Context: an optimization exercise on an open-source flow, tuned for small area, a short achievable clock period and few clock cycles per item. The choices shown serve that exercise and are no tape-out recipe. Function was checked by simulation only, so behaviour that the tests miss may differ from the original.

<file path="flow/design.v">
module psg_core (
    input  wire        clk,
    input  wire        rst,
    input  wire        wr_en,
    input  wire [3:0]  wr_addr,
    input  wire [7:0]  wr_data,
    input  wire        tick,
    output wire [13:0] mix
);
    localparam [1:0] SU = 2'd0, SD = 2'd1, HT = 2'd2, HB = 2'd3;
    reg [7:0] regs [0:13];
    reg [11:0] tone_cnt [0:2];
    reg [2:0]  tone_lvl;
    reg [5:0]  noise_cnt;
    reg [16:0] lfsr;
    reg [15:0] env_cnt;
    reg        env_seg;
    reg [4:0]  env_lvl;
    wire [11:0] tone_per [0:2];
    assign tone_per[0] = ({regs[1][3:0], regs[0]} == 12'd0) ? 12'd1 : {regs[1][3:0], regs[0]};
    assign tone_per[1] = ({regs[3][3:0], regs[2]} == 12'd0) ? 12'd1 : {regs[3][3:0], regs[2]};
    assign tone_per[2] = ({regs[5][3:0], regs[4]} == 12'd0) ? 12'd1 : {regs[5][3:0], regs[4]};
    wire [4:0]  noise_per = (regs[6][4:0] == 5'd0) ? 5'd1 : regs[6][4:0];
    wire [15:0] env_per   = ({regs[12], regs[11]} == 16'd0) ? 16'd1 : {regs[12], regs[11]};
    wire [3:0]  env_shape = regs[13][3:0];
    function [1:0] seg_kind(input [3:0] shape, input seg);
        begin
            case (shape)
                4'd8:    seg_kind = seg ? SD : SD;
                4'd9:    seg_kind = seg ? HB : SD;
                4'd10:   seg_kind = seg ? SU : SD;
                4'd11:   seg_kind = seg ? HT : SD;
                4'd12:   seg_kind = seg ? SU : SU;
                4'd13:   seg_kind = seg ? HT : SU;
                4'd14:   seg_kind = seg ? SD : SU;
                4'd15:   seg_kind = seg ? HB : SU;
                default: seg_kind = seg ? HB : (shape[2] ? SU : SD);
            endcase
        end
    endfunction
    function [4:0] reseed(input [1:0] kind);
        reseed = (kind == SD || kind == HT) ? 5'd31 : 5'd0;
    endfunction
    function [11:0] dac(input [4:0] idx);
        begin
            case (idx)
      5'd0: dac = 12'd0;
      5'd1: dac = 12'd23;
      5'd2: dac = 12'd27;
      5'd3: dac = 12'd33;
      5'd4: dac = 12'd39;
      5'd5: dac = 12'd46;
      5'd6: dac = 12'd55;
      5'd7: dac = 12'd65;
      5'd8: dac = 12'd77;
      5'd9: dac = 12'd92;
      5'd10: dac = 12'd109;
      5'd11: dac = 12'd129;
      5'd12: dac = 12'd154;
      5'd13: dac = 12'd183;
      5'd14: dac = 12'd217;
      5'd15: dac = 12'd258;
      5'd16: dac = 12'd307;
      5'd17: dac = 12'd365;
      5'd18: dac = 12'd434;
      5'd19: dac = 12'd516;
      5'd20: dac = 12'd613;
      5'd21: dac = 12'd728;
      5'd22: dac = 12'd865;
      5'd23: dac = 12'd1029;
      5'd24: dac = 12'd1223;
      5'd25: dac = 12'd1453;
      5'd26: dac = 12'd1727;
      5'd27: dac = 12'd2052;
      5'd28: dac = 12'd2439;
      5'd29: dac = 12'd2899;
      5'd30: dac = 12'd3446;
      default: dac = 12'd4095;
            endcase
        end
    endfunction
    integer i;
    always @(posedge clk) begin
        if (rst) begin
            for (i = 0; i < 14; i = i + 1)
                regs[i] <= 8'd0;
        end else if (wr_en && wr_addr < 4'd14) begin
            regs[wr_addr] <= wr_data;
        end
    end
    always @(posedge clk) begin
        if (rst) begin
            for (i = 0; i < 3; i = i + 1)
                tone_cnt[i] <= 12'd0;
            tone_lvl <= 3'b000;
        end else if (tick) begin
            for (i = 0; i < 3; i = i + 1) begin
                if ({1'b0, tone_cnt[i]} + 13'd1 >= {1'b0, tone_per[i]}) begin
                    tone_cnt[i] <= 12'd0;
                    tone_lvl[i] <= ~tone_lvl[i];
                end else begin
                    tone_cnt[i] <= tone_cnt[i] + 12'd1;
                end
            end
        end
    end
    always @(posedge clk) begin
        if (rst) begin
            noise_cnt <= 6'd0;
            lfsr      <= 17'd1;
        end else if (tick) begin
            if ({1'b0, noise_cnt} + 7'd1 >= {1'b0, noise_per, 1'b0}) begin
                noise_cnt <= 6'd0;
                lfsr      <= {lfsr[0] ^ lfsr[3], lfsr[16:1]};
            end else begin
                noise_cnt <= noise_cnt + 6'd1;
            end
        end
    end
    wire [1:0] cur_kind = seg_kind(env_shape, env_seg);
    always @(posedge clk) begin
        if (rst) begin
            env_cnt <= 16'd0;
            env_seg <= 1'b0;
            env_lvl <= 5'd31;
        end else if (wr_en && wr_addr == 4'd13) begin
            env_cnt <= 16'd0;
            env_seg <= 1'b0;
            env_lvl <= reseed(seg_kind(wr_data[3:0], 1'b0));
        end else if (tick) begin
            if ({1'b0, env_cnt} + 17'd1 >= {1'b0, env_per}) begin
                env_cnt <= 16'd0;
                case (cur_kind)
                    SU: if (env_lvl == 5'd31) begin
                            env_seg <= ~env_seg;
                            env_lvl <= reseed(seg_kind(env_shape, ~env_seg));
                        end else begin
                            env_lvl <= env_lvl + 5'd1;
                        end
                    SD: if (env_lvl == 5'd0) begin
                            env_seg <= ~env_seg;
                            env_lvl <= reseed(seg_kind(env_shape, ~env_seg));
                        end else begin
                            env_lvl <= env_lvl - 5'd1;
                        end
                    default: ;
                endcase
            end else begin
                env_cnt <= env_cnt + 16'd1;
            end
        end
    end
    wire       noise_bit = lfsr[0];
    wire [2:0] t_off = regs[7][2:0];
    wire [2:0] n_off = regs[7][5:3];
    reg  [11:0] chan [0:2];
    reg  [4:0]  idx;
    reg         out_bit;
    always @(*) begin
        for (i = 0; i < 3; i = i + 1) begin
            out_bit = (tone_lvl[i] | t_off[i]) & (noise_bit | n_off[i]);
            idx     = regs[8 + i][4] ? env_lvl : {regs[8 + i][3:0], 1'b1};
            chan[i] = out_bit ? dac(idx) : dac(5'd0);
        end
    end
    assign mix = {2'b00, chan[0]} + {2'b00, chan[1]} + {2'b00, chan[2]};
endmodule
module fir_rom (
    input  wire [7:0]         addr,
    output reg  signed [15:0] hc
);
    always @(*) begin
        case (addr)
      8'd0: hc = -16'sd16384;
      8'd1: hc = -16'sd16384;
      8'd2: hc = -16'sd16385;
      8'd3: hc = -16'sd16386;
      8'd4: hc = -16'sd16388;
      8'd5: hc = -16'sd16390;
      8'd6: hc = -16'sd16391;
      8'd7: hc = -16'sd16391;
      8'd8: hc = -16'sd16390;
      8'd9: hc = -16'sd16388;
      8'd10: hc = -16'sd16385;
      8'd11: hc = -16'sd16381;
      8'd12: hc = -16'sd16376;
      8'd13: hc = -16'sd16371;
      8'd14: hc = -16'sd16367;
      8'd15: hc = -16'sd16366;
      8'd16: hc = -16'sd16368;
      8'd17: hc = -16'sd16373;
      8'd18: hc = -16'sd16381;
      8'd19: hc = -16'sd16392;
      8'd20: hc = -16'sd16404;
      8'd21: hc = -16'sd16415;
      8'd22: hc = -16'sd16423;
      8'd23: hc = -16'sd16426;
      8'd24: hc = -16'sd16423;
      8'd25: hc = -16'sd16413;
      8'd26: hc = -16'sd16396;
      8'd27: hc = -16'sd16374;
      8'd28: hc = -16'sd16351;
      8'd29: hc = -16'sd16329;
      8'd30: hc = -16'sd16313;
      8'd31: hc = -16'sd16307;
      8'd32: hc = -16'sd16313;
      8'd33: hc = -16'sd16332;
      8'd34: hc = -16'sd16363;
      8'd35: hc = -16'sd16403;
      8'd36: hc = -16'sd16446;
      8'd37: hc = -16'sd16485;
      8'd38: hc = -16'sd16513;
      8'd39: hc = -16'sd16523;
      8'd40: hc = -16'sd16512;
      8'd41: hc = -16'sd16478;
      8'd42: hc = -16'sd16424;
      8'd43: hc = -16'sd16356;
      8'd44: hc = -16'sd16284;
      8'd45: hc = -16'sd16219;
      8'd46: hc = -16'sd16173;
      8'd47: hc = -16'sd16156;
      8'd48: hc = -16'sd16174;
      8'd49: hc = -16'sd16229;
      8'd50: hc = -16'sd16317;
      8'd51: hc = -16'sd16426;
      8'd52: hc = -16'sd16542;
      8'd53: hc = -16'sd16646;
      8'd54: hc = -16'sd16720;
      8'd55: hc = -16'sd16747;
      8'd56: hc = -16'sd16718;
      8'd57: hc = -16'sd16631;
      8'd58: hc = -16'sd16493;
      8'd59: hc = -16'sd16321;
      8'd60: hc = -16'sd16140;
      8'd61: hc = -16'sd15977;
      8'd62: hc = -16'sd15862;
      8'd63: hc = -16'sd15819;
      8'd64: hc = -16'sd15864;
      8'd65: hc = -16'sd15999;
      8'd66: hc = -16'sd16213;
      8'd67: hc = -16'sd16480;
      8'd68: hc = -16'sd16763;
      8'd69: hc = -16'sd17017;
      8'd70: hc = -16'sd17197;
      8'd71: hc = -16'sd17264;
      8'd72: hc = -16'sd17193;
      8'd73: hc = -16'sd16978;
      8'd74: hc = -16'sd16636;
      8'd75: hc = -16'sd16207;
      8'd76: hc = -16'sd15749;
      8'd77: hc = -16'sd15334;
      8'd78: hc = -16'sd15037;
      8'd79: hc = -16'sd14925;
      8'd80: hc = -16'sd15045;
      8'd81: hc = -16'sd15416;
      8'd82: hc = -16'sd16018;
      8'd83: hc = -16'sd16792;
      8'd84: hc = -16'sd17641;
      8'd85: hc = -16'sd18435;
      8'd86: hc = -16'sd19026;
      8'd87: hc = -16'sd19259;
      8'd88: hc = -16'sd18993;
      8'd89: hc = -16'sd18115;
      8'd90: hc = -16'sd16555;
      8'd91: hc = -16'sd14298;
      8'd92: hc = -16'sd11388;
      8'd93: hc = -16'sd7926;
      8'd94: hc = -16'sd4066;
      8'd95: hc = 16'sd4;
      8'd96: hc = 16'sd4074;
      8'd97: hc = 16'sd7934;
      8'd98: hc = 16'sd11396;
      8'd99: hc = 16'sd14306;
      8'd100: hc = 16'sd16563;
      8'd101: hc = 16'sd18123;
      8'd102: hc = 16'sd19001;
      8'd103: hc = 16'sd19267;
      8'd104: hc = 16'sd19034;
      8'd105: hc = 16'sd18443;
      8'd106: hc = 16'sd17649;
      8'd107: hc = 16'sd16800;
      8'd108: hc = 16'sd16026;
      8'd109: hc = 16'sd15424;
      8'd110: hc = 16'sd15053;
      8'd111: hc = 16'sd14933;
      8'd112: hc = 16'sd15045;
      8'd113: hc = 16'sd15342;
      8'd114: hc = 16'sd15757;
      8'd115: hc = 16'sd16215;
      8'd116: hc = 16'sd16644;
      8'd117: hc = 16'sd16986;
      8'd118: hc = 16'sd17201;
      8'd119: hc = 16'sd17272;
      8'd120: hc = 16'sd17205;
      8'd121: hc = 16'sd17025;
      8'd122: hc = 16'sd16771;
      8'd123: hc = 16'sd16488;
      8'd124: hc = 16'sd16221;
      8'd125: hc = 16'sd16007;
      8'd126: hc = 16'sd15872;
      8'd127: hc = 16'sd15827;
      8'd128: hc = 16'sd15870;
      8'd129: hc = 16'sd15985;
      8'd130: hc = 16'sd16148;
      8'd131: hc = 16'sd16329;
      8'd132: hc = 16'sd16501;
      8'd133: hc = 16'sd16639;
      8'd134: hc = 16'sd16726;
      8'd135: hc = 16'sd16755;
      8'd136: hc = 16'sd16728;
      8'd137: hc = 16'sd16654;
      8'd138: hc = 16'sd16550;
      8'd139: hc = 16'sd16434;
      8'd140: hc = 16'sd16325;
      8'd141: hc = 16'sd16237;
      8'd142: hc = 16'sd16182;
      8'd143: hc = 16'sd16164;
      8'd144: hc = 16'sd16181;
      8'd145: hc = 16'sd16227;
      8'd146: hc = 16'sd16292;
      8'd147: hc = 16'sd16364;
      8'd148: hc = 16'sd16432;
      8'd149: hc = 16'sd16486;
      8'd150: hc = 16'sd16520;
      8'd151: hc = 16'sd16531;
      8'd152: hc = 16'sd16521;
      8'd153: hc = 16'sd16493;
      8'd154: hc = 16'sd16454;
      8'd155: hc = 16'sd16411;
      8'd156: hc = 16'sd16371;
      8'd157: hc = 16'sd16340;
      8'd158: hc = 16'sd16321;
      8'd159: hc = 16'sd16315;
      8'd160: hc = 16'sd16321;
      8'd161: hc = 16'sd16337;
      8'd162: hc = 16'sd16359;
      8'd163: hc = 16'sd16382;
      8'd164: hc = 16'sd16404;
      8'd165: hc = 16'sd16421;
      8'd166: hc = 16'sd16431;
      8'd167: hc = 16'sd16434;
      8'd168: hc = 16'sd16431;
      8'd169: hc = 16'sd16423;
      8'd170: hc = 16'sd16412;
      8'd171: hc = 16'sd16400;
      8'd172: hc = 16'sd16389;
      8'd173: hc = 16'sd16381;
      8'd174: hc = 16'sd16376;
      8'd175: hc = 16'sd16374;
      8'd176: hc = 16'sd16375;
      8'd177: hc = 16'sd16379;
      8'd178: hc = 16'sd16384;
      8'd179: hc = 16'sd16389;
      8'd180: hc = 16'sd16393;
      8'd181: hc = 16'sd16396;
      8'd182: hc = 16'sd16398;
      8'd183: hc = 16'sd16399;
      8'd184: hc = 16'sd16399;
      8'd185: hc = 16'sd16398;
      8'd186: hc = 16'sd16396;
      8'd187: hc = 16'sd16394;
      8'd188: hc = 16'sd16393;
      8'd189: hc = 16'sd16392;
      8'd190: hc = 16'sd16392;
      8'd191: hc = 16'sd16392;
      default: hc = 16'sd0;
        endcase
    end
endmodule
module psg_fir (
    input  wire               clk,
    input  wire               rst,
    input  wire [15:0]        step,
    input  wire               wr_en,
    input  wire [3:0]         wr_addr,
    input  wire [7:0]         wr_data,
    input  wire               pull,
    output reg                ready,
    output reg                sample_valid,
    output reg  signed [15:0] sample
);
    localparam P   = 4;             
    localparam G   = 24 / P;        
    localparam LMW = (G > 8) ? 4 : (G > 4) ? 3 : (G > 2) ? 2 : 1;
    localparam CAP = 6;             
    localparam CW  = (CAP > 3) ? 3 : 2;
    localparam VW  = 31;            
    integer i;
    reg        rst_q;
    reg        wr_q;
    reg [3:0]  wa_q;
    reg [7:0]  wd_q;
    reg        pull_q;
    reg [15:0] step_q;
    reg [17:0] step3;
    wire in_wr   = wr_en & ready & ~rst;
    wire in_pull = pull & ready & ~rst;
    always @(posedge clk) begin
        rst_q  <= rst;
        wa_q   <= wr_addr;
        wd_q   <= wr_data;
        wr_q   <= in_wr;
        pull_q <= in_pull;
        step_q <= step;
        step3  <= {2'b00, step_q} + {1'b0, step_q, 1'b0};
    end
    reg [LMW:0] clr_cnt;
    wire        clr = (clr_cnt != 0);
    reg [15:0] ph;
    reg        gh, gv, bv;
    reg [7:0]  gm, bm;
    wire [16:0] s1 = {1'b0, ph} + {1'b0, step_q};
    wire [17:0] s2 = {2'b00, ph} + {1'b0, step_q, 1'b0};
    wire [17:0] s3 = {2'b00, ph} + step3;
    wire [18:0] s4 = {3'b000, ph} + {1'b0, step_q, 2'b00};
    wire [3:0]  kq = {s4[18:16] != {1'b0, s3[17:16]},
                      s3[17:16] != s2[17:16],
                      s2[17:16] != {1'b0, s1[16]},
                      s1[16]};
    reg  [7:0] cur;
    reg        act, pend;
    reg  [2:0] occ;           
    wire       start = (pull_q | pend) & bv & ~wr_q;
    wire [7:0] wm    = start ? bm : cur;
    wire       slot  = start | act;
    wire       room  = (occ < CAP);
    wire       do_slot = slot & room;
    wire       tick  = do_slot & (wm != 8'd0);
    wire [7:0] wrest = wm & (wm - 8'd1);
    wire       last  = (wrest == 8'd0);
    reg  [2:0] tpos;
    always @(*) begin
        tpos = 3'd0;
        for (i = 7; i >= 0; i = i - 1)
            if (wm[i]) tpos = i[2:0];
    end
    function [3:0] pc8(input [7:0] v);
        pc8 = v[0] + v[1] + v[2] + v[3] + v[4] + v[5] + v[6] + v[7];
    endfunction
    wire [3:0] pcw  = pc8(wm);
    wire       consume = start;
    wire       nm_keep = bv & ~consume;
    wire [7:0] nm   = nm_keep ? bm : gm;
    wire       nm_v = nm_keep | gv;
    wire [1:0] rem  = slot ? ((pcw <= 4'd1) ? 2'd1 : (pcw == 4'd2) ? 2'd2 : 2'd3)
                           : ((pull_q | pend) ? 2'd3 : 2'd0);
    wire ok_now  = (rem == 2'd0) | ((rem == 2'd1) & (occ < CAP)) |
                   ((rem == 2'd2) & (occ <= CAP - 2));
    wire ok_pull = (rem <= 2'd1) & ({1'b0, occ} + rem < CAP) & nm_v & (pc8(nm) <= 4'd1);
    wire [13:0] mix;
    psg_core u_core (
        .clk     (clk),
        .rst     (rst_q),
        .wr_en   (wr_q),
        .wr_addr (wa_q),
        .wr_data (wd_q),
        .tick    (tick),
        .mix     (mix)
    );
    reg        va, ka, la;
    reg  [2:0] ta;
    reg        vb, kb, lb;
    reg  [2:0] tb;
    reg [13:0] mb;
    reg [13:0] lev_p;
    wire       chg  = kb & (mb != lev_p);
    wire       push = vb & (chg | lb);
    wire       drop = vb & ~push;
    reg [13:0] q_mix [0:CAP-1];
    reg [2:0]  q_t   [0:CAP-1];
    reg        q_dv  [0:CAP-1];
    reg        q_end [0:CAP-1];
    reg [CW-1:0] wp, rp;
    reg [CW:0]   qn;
    wire         pop;
    reg [LMW-1:0] lm;
    reg [LMW:0]   grp;
    reg           pend_end;
    reg signed [14:0] dg;
    reg [2:0]     tg;
    reg [13:0]    lev_e;
    wire        e_dv  = q_dv[rp];
    wire        e_end = q_end[rp];
    wire [13:0] e_mix = q_mix[rp];
    wire        aligned = (lm == 0);
    wire        busy_g  = (grp != 0);
    wire        can   = ~busy_g & aligned & ~pend_end & (qn != 0);
    assign      pop   = can;
    wire        start_g = can & e_dv;
    wire        iss_p = busy_g | start_g;
    wire        iss_e = ~busy_g & aligned & (pend_end | (can & ~e_dv & e_end));
    wire signed [14:0] dnew = $signed({1'b0, e_mix}) - $signed({1'b0, lev_e});
    reg           pv1, ev1;
    reg [LMW-1:0] lm1;
    reg [2:0]     t1;
    reg signed [14:0] d1;
    reg [13:0]    l1;
    reg           pv2, ev2;
    reg signed [14:0] d2;
    reg [28:0]    base2;
    reg           ev3;
    reg [28:0]    base3;
    reg signed [VW-1:0] p3 [0:P-1];
    reg signed [16:0]   c2 [0:P-1];
    always @(posedge clk) begin
        if (rst)
            ready <= 1'b0;
        else
            ready <= ~rst_q & (clr_cnt <= 1) & ~(in_pull & in_wr) &
                     (in_pull ? ok_pull : ok_now);
        if (rst_q) begin
            clr_cnt <= G;
            ph <= 16'd0; gh <= 1'b0; gv <= 1'b0; bv <= 1'b0;
            cur <= 8'd0; act <= 1'b0; pend <= 1'b0; occ <= 3'd0;
            va <= 1'b0; vb <= 1'b0;
            lev_p <= 14'd0;
            wp <= 0; rp <= 0; qn <= 0;
            lm <= 0; grp <= 0; pend_end <= 1'b0; lev_e <= 14'd0;
            pv1 <= 1'b0; ev1 <= 1'b0; pv2 <= 1'b0; ev2 <= 1'b0; ev3 <= 1'b0;
        end else begin
            if (clr) clr_cnt <= clr_cnt - 1'b1;
            if (!clr) begin
                if (!gv) begin
                    if (!gh) gm[3:0] <= kq; else gm[7:4] <= kq;
                    ph <= s4[15:0];
                    gh <= ~gh;
                    if (gh) gv <= 1'b1;
                end
                if (gv && (!bv || consume)) begin
                    bm <= gm; bv <= 1'b1; gv <= 1'b0;
                end else if (consume) begin
                    bv <= 1'b0;
                end
            end
            pend <= (pull_q | pend) & ~start;
            if (do_slot) begin
                cur <= wrest;
                act <= ~last;
            end else if (start) begin
                cur <= bm;
                act <= 1'b1;
            end
            occ <= occ + do_slot - pop - drop;
            va <= do_slot; ka <= tick; la <= last; ta <= tpos;
            vb <= va; kb <= ka; lb <= la; tb <= ta; mb <= mix;
            if (vb & kb) lev_p <= mb;
            if (push) begin
                q_mix[wp] <= mb; q_t[wp] <= tb; q_dv[wp] <= chg; q_end[wp] <= lb;
                wp <= (wp == CAP - 1) ? 0 : wp + 1'b1;
            end
            if (pop) rp <= (rp == CAP - 1) ? 0 : rp + 1'b1;
            qn <= qn + push - pop;
            if (busy_g) grp <= grp - 1'b1;
            if (start_g) begin
                grp <= G - 1;
                dg <= dnew; tg <= q_t[rp];
                lev_e <= e_mix;
                pend_end <= e_end;
            end else if (iss_e) begin
                pend_end <= 1'b0;
            end
            lm <= (iss_e || lm == G - 1) ? 0 : lm + 1'b1;
            pv1 <= iss_p; ev1 <= iss_e; lm1 <= lm;
            t1 <= start_g ? q_t[rp] : tg;
            d1 <= start_g ? dnew : dg;
            l1 <= lev_e;
            pv2 <= pv1; ev2 <= ev1; d2 <= d1;
            base2 <= {l1, 15'd0} + {12'd0, l1, 3'd0};    
            ev3 <= ev2; base3 <= base2;
        end
    end
    wire signed [VW-1:0] head [0:P-1];
    wire signed [VW-1:0] res  [0:P-1];
    genvar k;
    generate
        for (k = 0; k < P; k = k + 1) begin : bank
            reg signed [VW-1:0] s [0:G-1];
            wire signed [15:0] c0;
            fir_rom u_rom (
                .addr (8 * (k * G + lm1) + 7 - t1),
                .hc   (c0)
            );
            wire signed [16:0] c = c0 + 17'sd16384;
            assign head[k] = s[G-1];
            assign res[k]  = s[G-1] + p3[k];
            always @(posedge clk) begin
                c2[k] <= c;
                if (pv2) p3[k] <= d2 * c2[k];
                else     p3[k] <= {VW{1'b0}};
                for (i = 1; i < G; i = i + 1)
                    s[i] <= s[i-1];
                if (clr)
                    s[0] <= {VW{1'b0}};
                else if (ev3)
                    s[0] <= (k == P - 1) ? {2'b00, base3} : res[(k + 1) % P];
                else
                    s[0] <= res[k];
            end
        end
    endgenerate
    wire signed [VW-1:0] v0 = head[0];
    always @(posedge clk) begin
        if (rst | rst_q) begin
            sample_valid <= 1'b0;
        end else begin
            sample_valid <= ev3;
            if (ev3)
                sample <= (v0[30:29] == 2'b01) ? 16'sh7fff :
                          (v0[30:29] == 2'b10) ? 16'sh8000 : v0[29:14];
        end
    end
endmodule
</file>
<file path="flow/constraint.sdc">
create_clock -name core_clock -period 12.0 [get_ports {clk}]
set_input_delay 2.4000 -clock core_clock [delete_from_list [all_inputs] [get_ports {clk}]]
set_output_delay 2.4000 -clock core_clock [all_outputs]
set_load 0.01 [all_outputs]
</file>
<file path="flow/config.mk">
export PLATFORM = sky130hd
export DESIGN_NAME = psg_fir
export DESIGN_NICKNAME = psg_fir
export VERILOG_FILES = /design/flow/design.v
export SDC_FILE = /design/flow/constraint.sdc
export NUM_CORES = 4
export LEC_CHECK = 0
export CAP_MARGIN = 20
export CORE_MARGIN = 2
export CORE_UTILIZATION = 40
export SLEW_MARGIN = 20
</file>
<file path="flow/run.sh">
#!/bin/bash
# synth_recipe.tcl (not shown) runs the flow's synth.tcl, then flattens the netlist and writes it again
# the make line also repeats each setting of config.mk as NAME=value (left out here)
make -C /OpenROAD-flow-scripts/flow DESIGN_CONFIG=/design/flow/config.mk WORK_HOME=/design/flow/orfs CLKGATE_MAP_FILE= SYNTH_SCRIPT=/design/flow/synth_recipe.tcl finish
</file>
==> impl_metrics.csv <==
group,metric,value,unit
worst_setup_path,cp_max_fo,40,
worst_setup_path,r2r_setup_slack,4760,ps
clock_tree,post_cts_buffers,0,
sta,relSlewSlack,29.4,%
drt,wl_per_cell,19.1,µm
hold_path,hold_path.startpoint,"bank[1].s[2][26]",
floorplan,die_w,497,µm
drt,viasPerCell,5.22,
synthesis,netlist_instances,9762,
synthesis,synth_edf_count,354,
final_layout,post-route-util,43.9,%
clock_tree,h-tree-depth,4,
hold_path,hold_depth,0,
hold_path,hold_path_class,"reg2reg",
global_routing,grt_overflow_total,0,
worst_setup_path,crit_top_cell,"fa_1",
sta,layout_worst_path_cycle_share,60.3,%
synthesis,synth_nets,11500,
sta,fin_skew,72.9,ps
synthesis,synth.distinct_cells,98,
clock_tree,cts.clk_slew.worst_paths,60,ps
drt,drc,0,
clock_tree,cts_tree,"done",
clock_tree,cts.sinks,1510,
sta,setup_violations,0,
floorplan,die-area,247000,µm²
worst_setup_path,crit_type,"reg2reg",
synthesis,ys_top_cells_by_count,"dfxtp_1 (1156), inv_1 (1156), nand2_1 (1039)",
hold_path,hold_end,"bank[1].s[3][26]",
synthesis,avgSynthCellArea,9.97,µm²
drt,drt_iter0_drc,4509,
placed_design,gp_congestion,0.922,
clock_tree,cts_resized,0,
sta,drv_slew,0,
synthesis,synth_area_leaders,"dfxtp_1 (24%), fa_1 (20%), edfxtp_1 (11%), ha_1 (9.0%), inv_1 (4.5%)",
clock_tree,cts_buffers,152,
drt,drt-pass1-iter-count,6,
synthesis,synth_ff_type,"dfxtp_1",
drt,wl,248000,µm
synthesis,yosys_register_bits,1510,
worst_setup_path,cp_slowest_cell,"fa_1",
sta,finalHoldViolations,0,
worst_setup_path,crit_family,"adder cells",
worst_setup_path,cp_num_buf_inv,7,
global_routing,grt_max_degree,79,
global_routing,grt_pass1_wl,392000,µm
global_routing,antenna_found_initial,5,
clock_tree,hold_buffers,0,
final_layout,synthToLayoutAreaGrowth,9.45,%
sta,rsz0062_at_grt,"false",
drt,antenna_left,0,
placed_design,io_buffers,49,
worst_setup_path,reg2regPathDepth,24,
worst_setup_path,r2r-start,"d2[6]",
clock_tree,clockBufferDepth,3,
final_layout,fill_cells,22700,
synthesis,yosysSeqAreaShare,34.7,%
clock_tree,root_buffer,"clkbuf_16",
floorplan,row_count,181,
flow_run,drv_cap,0,
global_routing,track_usage,19.9,%
global_routing,grt_pass1_vias,70300,
drt,vias,67600,
floorplan,die_height,497,µm
sta,worstMarginPinSlew,1030,ps
synthesis,syn_area,97300,µm²
worst_setup_path,worst_setup_path_start_kind,"register",
sta,fin_crit,7240,ps
worst_setup_path,cp_slowest_stage_delay,570,ps
sta,setup_tns,0,ps
worst_setup_path,cp_data_required_time,12620,ps
sta,timing.fmax,138,MHz
worst_setup_path,worstPathArrival,7860,ps
floorplan,core,243000,µm²
final_layout,drive_gt1_share,4.94,%
synthesis,synthDominantCellAreaShare,23.8,%
worst_setup_path,cp_num_cells,24,
synthesis,synth-async-reset-ratio,0,%
final_layout,final_nets,11300,
synthesis,post-synth-top-area-cell,"dfxtp_1",
worst_setup_path,endpoint_kind,"register",
worst_setup_path,timing.rr.end,"p3[3][25]",
clock_tree,clk_latency,830,ps
floorplan,io_pins,50,
placed_design,dpl.hpwl,187000,µm
synthesis,ys_warn_count,15,
floorplan,start_util,40.1,%
status,status,"complete, no violations",
worst_setup_path,crit_chain,"buf_4, buf_4, nand2_1, fa_1, inv_1, fa_1, inv_1, fa_1, inv_1, fa_1, inv_1, fa_1, inv_1, fa_1, ha_1, o21a_1, o21ai_0, nor2_1, a311oi_1, o21ai_0, a21oi_1, nor2_1, a2111oi_0, a2111oi_0",
## worst reg2reg max path, delay by kind of cell (launching register included)
family / cells / cell delay, ps
buf+inv: 7 / 1170
simple gates: 3 / 330
flops: 1 / 320
fa+ha+maj: 7 / 3360
compound gates: 7 / 1890
## cell usage in the layout (no fill, tap or decap), types with 30 or more instances in the layout
cell type        Yosys  routed
a211oi_1            94      94
a21o_1             146     146
a21oi_1            501     501
a31oi_1             50      50
and2_1             482     481
and3_1              53      52
buf_4                2      73
clkbuf_16            0     161
clkdlybuf4s50_1      0      49
dfxtp_1           1156    1153
edfxtp_1           354     354
fa_1               990     990
ha_1               696     695
inv_1             1156    1152
mux2i_1            143     143
mux4_2              30      30
nand2_1           1039    1038
nand2b_1           113     113
nand3_1            129     129
nand4_1             33      33
nor2_1             626     626
nor2b_1             65      65
nor3_1             133     132
o211ai_1            52      52
o21a_1              53      53
o21ai_0            359     355
o21bai_1            37      37
or3_1               43      43
xnor2_1            259     258
xor2_1             116     116
## how the worst max path moves through the flow
stage | slack (ps) | to | start
final | 4760 | p3[3][25] | d2[6]
after global routing | 4310 | p3[3][25] | d2[6]
after CTS | 4780 | p3[3][25] | d2[6]
after detailed placement | 4820 | p3[3][25] | d2[6]
after global placement | 4790 | p3[3][29] | d2[6]
after floorplan | 5550 | p3[3][28] | d2[0]
## layer usage
metal  track usage (%)  vias to the layer above  part of all wire, %
met5                 0                        -                    0
met4              7.44                        0                  3.7
met3              2.65                      447                  4.6
met2              34.8                     1720                   49
met1              25.0                    33600                   43
li1                  -                    31800                    -
## area by class of cell
class	count	area (µm²)	share of cell area [%]
multi-input combinational	6681	57700	54.1
clock inverter	79	1170	1.10
sequential	1510	33800	31.7
timing repair buffer	122	1040	0.975
antenna	3	7.51	0.00705
inverter	1160	4360	4.10
clock buffer	204	4450	4.18
tap	3202	4010	3.76
## kinds of logic after synthesis
logic type      count (synthesis)  share of synthesized area [%]
xor+xnor                      375                           3.38
simple gates                 2840                           13.8
buf+inv                      1571                           6.09
compound gates               1580                           10.2
other cells                     1                        0.00385
fa+ha+maj                    1686                           29.3
flops                        1510                           34.7
mux                           199                           2.47
## per-stage QoR
stage / setup WS, ps / cells / hold slack, ps / instance area, µm²
after floorplan: 5550 / 9762 / 310 / 97300
after detailed placement: 4820 / 12700 / 312 / 101000
final: 4760 / 13000 / 278 / 106000
after global routing: 4310 / 13000 / 285 / 106000
after global placement: 4790 / 12700 / 310 / 101000
after CTS: 4780 / 13000 / 283 / 106000
## registers in the layout, summed over array words and instances, names as in the netlist, 14 cells and up, named ones only
signal / flops
base2: 26
base3: 26
u_core.tone_cnt: 36
step_q: 16
step3: 16
q_t: 18
mb: 14
l1: 14
bank.s: 744
ph: 14
d1: 15
lev_p: 14
u_core.env_cnt: 16
u_core.lfsr: 17
q_mix: 84
sample: 16
d2: 15
lev_e: 14
u_core.regs: 82
c2: 65
p3: 124
Testbench counts, summed over its fixed seeds: cycles 20,812, items 2,400.

[what the ideal ports hide]
No port has a modelled driver above. Below, the same layout with a new extraction and two added sets of constraints.
Step 1, drivers: a clkbuf_16 drives clk and a buf_2 each remaining input, both assumed.
Step 2 times the ports against the registers' clock, not the clock port: input delays grow and output delays shrink by t, the midpoint of the rising clock arrivals with the driver on.
a / b / c = no drivers / after step 1 / after step 2; a / b = the first two.
t (ns): 0.883
setup WS [ns]: 4.761 / 4.761 / 4.761
hold slack, ns: 0.278 / 0.278 / 0.278
pins driven straight from the clock port: 1
After both steps this run still meets setup and hold. For this run, drivers alone change the setup slack by 0.000 ns; drivers and shift together by 0.000 ns.
